This design comes from an exercise in tuning for small area, a short achievable clock period and few clock cycles on the open sky130 flow, not from production work.
Where RTL was checked, it was by simulation tests only, not by an equivalence proof against the original.
No activity file was given, so power comes from the tool's default toggle rates.

==> flow/design.v (excerpt) <==
module dither_mono #(
    parameter W = 32
) (
    input  wire        clk,
    input  wire        rst,
    input  wire        in_valid,
    output wire        in_ready,
    input  wire [15:0] in_pixel,
    input  wire        in_sof,
    input  wire [7:0]  cfg_thr,
    input  wire        cfg_dither,
    output wire        out_valid,
    input  wire        out_ready,
    output wire [7:0]  out_byte
);
    function [5:0] q7_off(input [6:0] s);
        case (s)
        7'd0: q7_off = 6'd0;
        7'd1: q7_off = 6'd0;
        7'd2: q7_off = 6'd0;
        7'd3: q7_off = 6'd1;
        7'd4: q7_off = 6'd1;
        7'd5: q7_off = 6'd2;
        7'd6: q7_off = 6'd2;
        7'd7: q7_off = 6'd3;
        7'd8: q7_off = 6'd3;
        7'd9: q7_off = 6'd3;
        7'd10: q7_off = 6'd4;
        7'd11: q7_off = 6'd4;
        7'd12: q7_off = 6'd5;
        7'd13: q7_off = 6'd5;
        7'd14: q7_off = 6'd6;
        7'd15: q7_off = 6'd6;
        7'd16: q7_off = 6'd7;
        7'd17: q7_off = 6'd7;
        7'd18: q7_off = 6'd7;
        7'd19: q7_off = 6'd8;
        7'd20: q7_off = 6'd8;
        7'd21: q7_off = 6'd9;
        7'd22: q7_off = 6'd9;
        7'd23: q7_off = 6'd10;
        7'd24: q7_off = 6'd10;
        7'd25: q7_off = 6'd10;
        7'd26: q7_off = 6'd11;
        7'd27: q7_off = 6'd11;
        7'd28: q7_off = 6'd12;
        7'd29: q7_off = 6'd12;
        7'd30: q7_off = 6'd13;
        7'd31: q7_off = 6'd13;
        7'd32: q7_off = 6'd14;
        7'd33: q7_off = 6'd14;
        7'd34: q7_off = 6'd14;
        7'd35: q7_off = 6'd15;
        7'd36: q7_off = 6'd15;
        7'd37: q7_off = 6'd16;
        7'd38: q7_off = 6'd16;
        7'd39: q7_off = 6'd17;
        7'd40: q7_off = 6'd17;
        7'd41: q7_off = 6'd17;
        7'd42: q7_off = 6'd18;
        7'd43: q7_off = 6'd18;
        7'd44: q7_off = 6'd19;
        7'd45: q7_off = 6'd19;
        7'd46: q7_off = 6'd20;
        7'd47: q7_off = 6'd20;
        7'd48: q7_off = 6'd21;
        7'd49: q7_off = 6'd21;
        7'd50: q7_off = 6'd21;
        7'd51: q7_off = 6'd22;
        7'd52: q7_off = 6'd22;
        7'd53: q7_off = 6'd23;
        7'd54: q7_off = 6'd23;
        7'd55: q7_off = 6'd24;
        7'd56: q7_off = 6'd24;
        7'd57: q7_off = 6'd24;
        7'd58: q7_off = 6'd25;
        7'd59: q7_off = 6'd25;
        7'd60: q7_off = 6'd26;
        7'd61: q7_off = 6'd26;
        7'd62: q7_off = 6'd27;
  ...
clock: 13.0 ns
lec_check: 0
cap_margin: 20
core_margin: 2
core_utilization: 60
cts_cluster_diameter: 60
cts_cluster_size: 35
place_density: 0.7
slew_margin: 20
standard.sh (not shown) runs the stock make flow with config.mk's settings and CLKGATE_MAP_FILE= SYNTH_SCRIPT=/design/flow/synth_recipe.tcl, a recipe that flattens the netlist after the stock synthesis.
==> flow/flow/run.sh <==
#!/bin/bash
# The standard layout, with every port buffered by a buf_4 instead of the
# default port buffer, and timing repair aiming for more setup slack than
# the clock period needs.
set -euo pipefail
export BUFFER_PORTS_ARGS="-buffer_cell sky130_fd_sc_hd__buf_4"
export SETUP_SLACK_MARGIN=9.3
bash standard.sh finish > flow_make.log 2>&1
The starting point finished clean.
Testbench counts at the start, summed over its fixed seeds: cycles 20,640.
Next try:
- CORE_UTILIZATION: 60 -> 70
- CTS_CLUSTER_SIZE: 35 -> 25
- PLACE_DENSITY: 0.7 -> 0.8
Wire length goes up slightly.
Register-to-register slack is worse by 0.06 ns.
Synthesized cell count is unchanged.
Setup slack is worse by 0.0065 ns.
Utilization goes up by 9.8 points.
Total power goes down by a few percent.

---

dither_mono, a different RTL version from the one above (not shown whole).
Size in the first run: about 40 I/O pins, ~0.030 mm^2 of cells after synthesis.
Design dither_mono, start of the top module:
module dither_mono #(
    parameter W = 32
) (
    input  wire        clk,
    input  wire        rst,
    input  wire        in_valid,
    output wire        in_ready,
    input  wire [15:0] in_pixel,
    input  wire        in_sof,
    input  wire [7:0]  cfg_thr,
    input  wire        cfg_dither,
    output wire        out_valid,
    input  wire        out_ready,
    output wire [7:0]  out_byte
);
export LEC_CHECK = 0
export CAP_MARGIN = 20
export CORE_MARGIN = 2
export CORE_UTILIZATION = 60
export CTS_CLUSTER_DIAMETER = 60
export CTS_CLUSTER_SIZE = 25
export PLACE_DENSITY = 0.7
export SLEW_MARGIN = 20
create_clock -name core_clock -period 13.0 [get_ports {clk}]
Scripts as last shown in full above: flow/flow/run.sh
The starting point finished clean.
Next try:
--- a/flow/flow/run.sh
+++ b/flow/flow/run.sh
@@ -7 +7 @@
-export SETUP_SLACK_MARGIN=9.3
+export SETUP_SLACK_MARGIN=9.5
The changed run completed with no timing, DRC or antenna violations.
Routed wire length goes up by 3.3%.
Setup slack stays flat.
Maximum frequency is about the same.
Final area came out higher by 2.3%.
Total power came out higher by 4.7%.
Function was not checked in any run of this note: the RTL went through the layout flow alone.

---

dither_mono, a different RTL version from the one above (not shown whole).
Size: roughly 650 flip-flops, ~40 I/O pins, ~30000 um^2 of cells after synthesis.
export LEC_CHECK = 0
export CAP_MARGIN = 20
export CORE_MARGIN = 2
export CORE_UTILIZATION = 40
export CTS_CLUSTER_DIAMETER = 80
export CTS_CLUSTER_SIZE = 30
export PLACE_DENSITY = 0.6
export SLEW_MARGIN = 20
create_clock -name core_clock -period 13.0 [get_ports {clk}]
run.sh (not shown) runs the stock make flow with config.mk's settings and CLKGATE_MAP_FILE= SYNTH_SCRIPT=/design/flow/synth_recipe.tcl, a recipe that flattens the netlist after the stock synthesis.
Stock flow here: none of the scripts above is used.
Testbench counts at the start, summed over its fixed seeds: cycles 20,640.
Rerun with:
==> flow/flow/run.sh (new file) <==
#!/bin/bash
# The standard layout, with every port buffered by a buf_4 instead of the
# default port buffer, and timing repair aiming for more setup slack than
# the clock period needs.
set -euo pipefail
export BUFFER_PORTS_ARGS="-buffer_cell sky130_fd_sc_hd__buf_4"
export SETUP_SLACK_MARGIN=9.3
bash standard.sh finish > flow_make.log 2>&1
==> flow/standard.sh (new file) <==
#!/bin/bash
# synth_recipe.tcl (not shown) runs the flow's synth.tcl, then flattens the netlist and writes it again
# the make line also repeats each setting of config.mk as NAME=value (left out here)
make -C /OpenROAD-flow-scripts/flow DESIGN_CONFIG=/design/flow/config.mk WORK_HOME=/design/flow/orfs CLKGATE_MAP_FILE= SYNTH_SCRIPT=/design/flow/synth_recipe.tcl "${@:-finish}"
- CTS_CLUSTER_DIAMETER: 80 -> 60
- CTS_CLUSTER_SIZE: 30 -> 25
removed: flow/run.sh
First-iteration DRC count went down by about 1%. Power goes up by about 9%. Routed wire length goes up by about 4%. Setup slack is better by 0.85 ns. Hold slack is better by 0.0052 ns. Clock-buffer cell count rises by 14. Utilization increases by 1.6 points. Final area goes up by 3.6%. Combinational power grows by 8.0%. Clock skew rises by 0.024 ns.

---

Setup of run A:
Starting RTL as in the previous note.
clock: 13.0 ns
lec_check: 0
cap_margin: 20
core_margin: 2
core_utilization: 40
place_density: 0.6
slew_margin: 20
standard.sh (not shown) runs the stock make flow with config.mk's settings and CLKGATE_MAP_FILE= SYNTH_SCRIPT=/design/flow/synth_recipe.tcl, a recipe that flattens the netlist after the stock synthesis.
==> flow/flow/run.sh <==
#!/bin/bash
# The standard layout, with every port buffered by a buf_4 instead of the
# default port buffer, and timing repair aiming for more setup slack than
# the clock period needs.
set -euo pipefail
export BUFFER_PORTS_ARGS="-buffer_cell sky130_fd_sc_hd__buf_4"
export SETUP_SLACK_MARGIN=9.3
bash standard.sh finish > flow_make.log 2>&1
Run A reached the final stage; the timing, DRC and antenna checks on its layout passed.
Testbench counts of run A, summed over its fixed seeds: cycles 20,640.
Changes in run B relative to run A:
- a change of CORE_UTILIZATION from 40 to 60
- a change of PLACE_DENSITY from 0.6 to 0.7
- an added CTS_CLUSTER_DIAMETER of 60
- an added CTS_CLUSTER_SIZE of 25
--- a/flow/flow/run.sh
+++ b/flow/flow/run.sh
@@ -7 +7 @@
-export SETUP_SLACK_MARGIN=9.3
+export SETUP_SLACK_MARGIN=9.6
==> comparison <==
Routed wire length: run B vs run A, no meaningful difference. The library cell contributing the largest single delay on the critical path comes out sky130_fd_sc_hd__edfxtp_1 in one run and sky130_fd_sc_hd__fa_2 in the other, namely in run B and run A respectively. Diff run A -> run B | final weighted congestion of routability-driven global placement | up by a few percent. Any difference in combined flip-flop and latch cell area between run B and run A is small enough to ignore. The endpoint required time on the critical path in run B sits 3090 ps below the value recorded for run A. A endpoint of the worst setup timing path of carry[4]$_SDFFE_PP0P_ is what run A shows, while out_byte[0] belongs to run B. From run A to run B the numbers moved as follows: number of buffers inserted during clock tree synthesis down 29, via count climbed 379. Run comparison: run A uppermost signal routing layer after detailed routing met5; run B uppermost signal routing layer after detailed routing met4.
Modified inputs, run C compared to run B
- CORE_UTILIZATION changed from 60 to 40
- PLACE_DENSITY changed from 0.7 to 0.6
- CTS_CLUSTER_SIZE removed (was 25)
- CTS_CLUSTER_DIAMETER removed (was 60)
--- a/flow/flow/run.sh
+++ b/flow/flow/run.sh
@@ -3,2 +3 @@
-# default port buffer, and timing repair aiming for more setup slack than
-# the clock period needs.
+# default port buffer.
@@ -7 +5,0 @@
-export SETUP_SLACK_MARGIN=9.6
### Flow results
Run C: final cell utilization of the core is 23 points lower than what run B reported. Looking only at post-layout minimum cycle time, and setting everything else aside, the lower value of run B and run C goes to run B. In the flow results for run B and run C, the maximum level of the CTS H-tree is larger on run C. When run C is measured against run B, its initial antenna violation count turns out 2 higher. Measured against each other, run B and run C differ in net switching share of the total power, the lower figure coming from run C. Run B went all the way through the flow, and no timing, DRC or antenna check failed. Run C finished every stage and its layout cleared the timing, DRC and antenna checks. Row via count: run C lower / run B higher. ~same remaining antenna violation count after routing in run B and run C. Cmp run C vs run B: critical path depth higher in run C. Share of total power in the clock network: run C > run B. Delta (run C minus run B): mean routed wirelength per cell now smaller; sequential share of layout area comparable.
Inputs modified between run C and run D:
==> flow/run.sh (new file) <==
#!/bin/bash
# synth_recipe.tcl (not shown) runs the flow's synth.tcl, then flattens the netlist and writes it again
# the make line also repeats each setting of config.mk as NAME=value (left out here)
make -C /OpenROAD-flow-scripts/flow DESIGN_CONFIG=/design/flow/config.mk WORK_HOME=/design/flow/orfs CLKGATE_MAP_FILE= SYNTH_SCRIPT=/design/flow/synth_recipe.tcl finish
removed: flow/flow/run.sh
removed: flow/standard.sh
- Result: PASS for each of run D and run C
- Run D supports a lower top clock frequency than run C.
- Where first-pass GRT wire length is concerned, run C is outperformed by run D.
- Clock share of power (higher): run C
- Looking at run D and run C, the global-route usage is a wash.
- Delta(total length of routed wires, run D - run C) < 0
- [compare] base=run C new=run D: XOR/XNOR share of the synthesized area essentially unchanged; final design area excluding fillers was more or less identical; leakage power dropped about 0.65%.
- Looking at shortest clock period the worst path allows after layout, run D sits 100 ps higher than run C does.

[afterwards: timing with drivers on the ports]
No port has a modelled driver above. Below, the same layouts with a new extraction and two added sets of constraints. Step 1 (the two cells are an assumption about what drives the block):
set clk [get_ports {clk}]
set_driving_cell -lib_cell sky130_fd_sc_hd__clkbuf_16 $clk
set_driving_cell -lib_cell sky130_fd_sc_hd__buf_2 [delete_from_list [all_inputs] $clk]
Step 2, shift: input delay + t, output delay - t, t = (earliest + latest rising clock arrival at the registers) / 2. This alone moves slack from input paths to output paths. Slacks: no drivers / after step 1 / after step 2; pairs: no drivers / after step 1.
| run | shift t [ns] | setup WS [ns] | hold WS [ns] | clock arrival spread, ns | cell pins on the clock port's net |
|---|---|---|---|---|---|
| the first run of note 1 | 0.635 | 9.294 / 9.235 / 8.899 | 0.424 / 0.424 / 0.424 | 0.045 / 0.046 | 1 |
| the second run of note 1 | 0.638 | 9.287 / 9.228 / 8.896 | 0.420 / 0.420 / 0.420 | 0.034 / 0.034 | 1 |
| the first run of note 2 | 0.633 | 9.105 / 9.113 / 8.480 | 0.427 / 0.427 / 0.427 | 0.036 / 0.037 | 1 |
| the second run of note 2 | 0.645 | 9.102 / 9.110 / 8.465 | 0.420 / 0.420 / 0.420 | 0.033 / 0.032 | 1 |
| the first run of note 3 | 0.686 | 8.412 / 8.412 / 8.412 | 0.415 / 0.415 / 0.415 | 0.034 / 0.034 | 1 |
| the second run of note 3 | 0.684 | 9.257 / 9.191 / 8.763 | 0.421 / 0.421 / 0.421 | 0.052 / 0.052 | 1 |
| run A | 0.663 | 9.233 / 9.220 / 8.784 | 0.418 / 0.418 / 0.418 | 0.023 / 0.024 | 1 |
| run B | 0.644 | 9.285 / 9.229 / 9.089 | 0.424 / 0.424 / 0.424 | 0.024 / 0.024 | 1 |
| run C | 0.665 | 8.546 / 8.546 / 8.546 | 0.421 / 0.421 / 0.421 | 0.030 / 0.030 | 1 |
| run D | 0.665 | 8.444 / 8.444 / 8.444 | 0.420 / 0.420 / 0.420 | 0.026 / 0.026 | 1 |
After both steps every run listed still meets setup and hold. The setup slack of the second run of note 2, which loses most, moves by +0.008 ns with the drivers and by -0.637 ns with both steps.
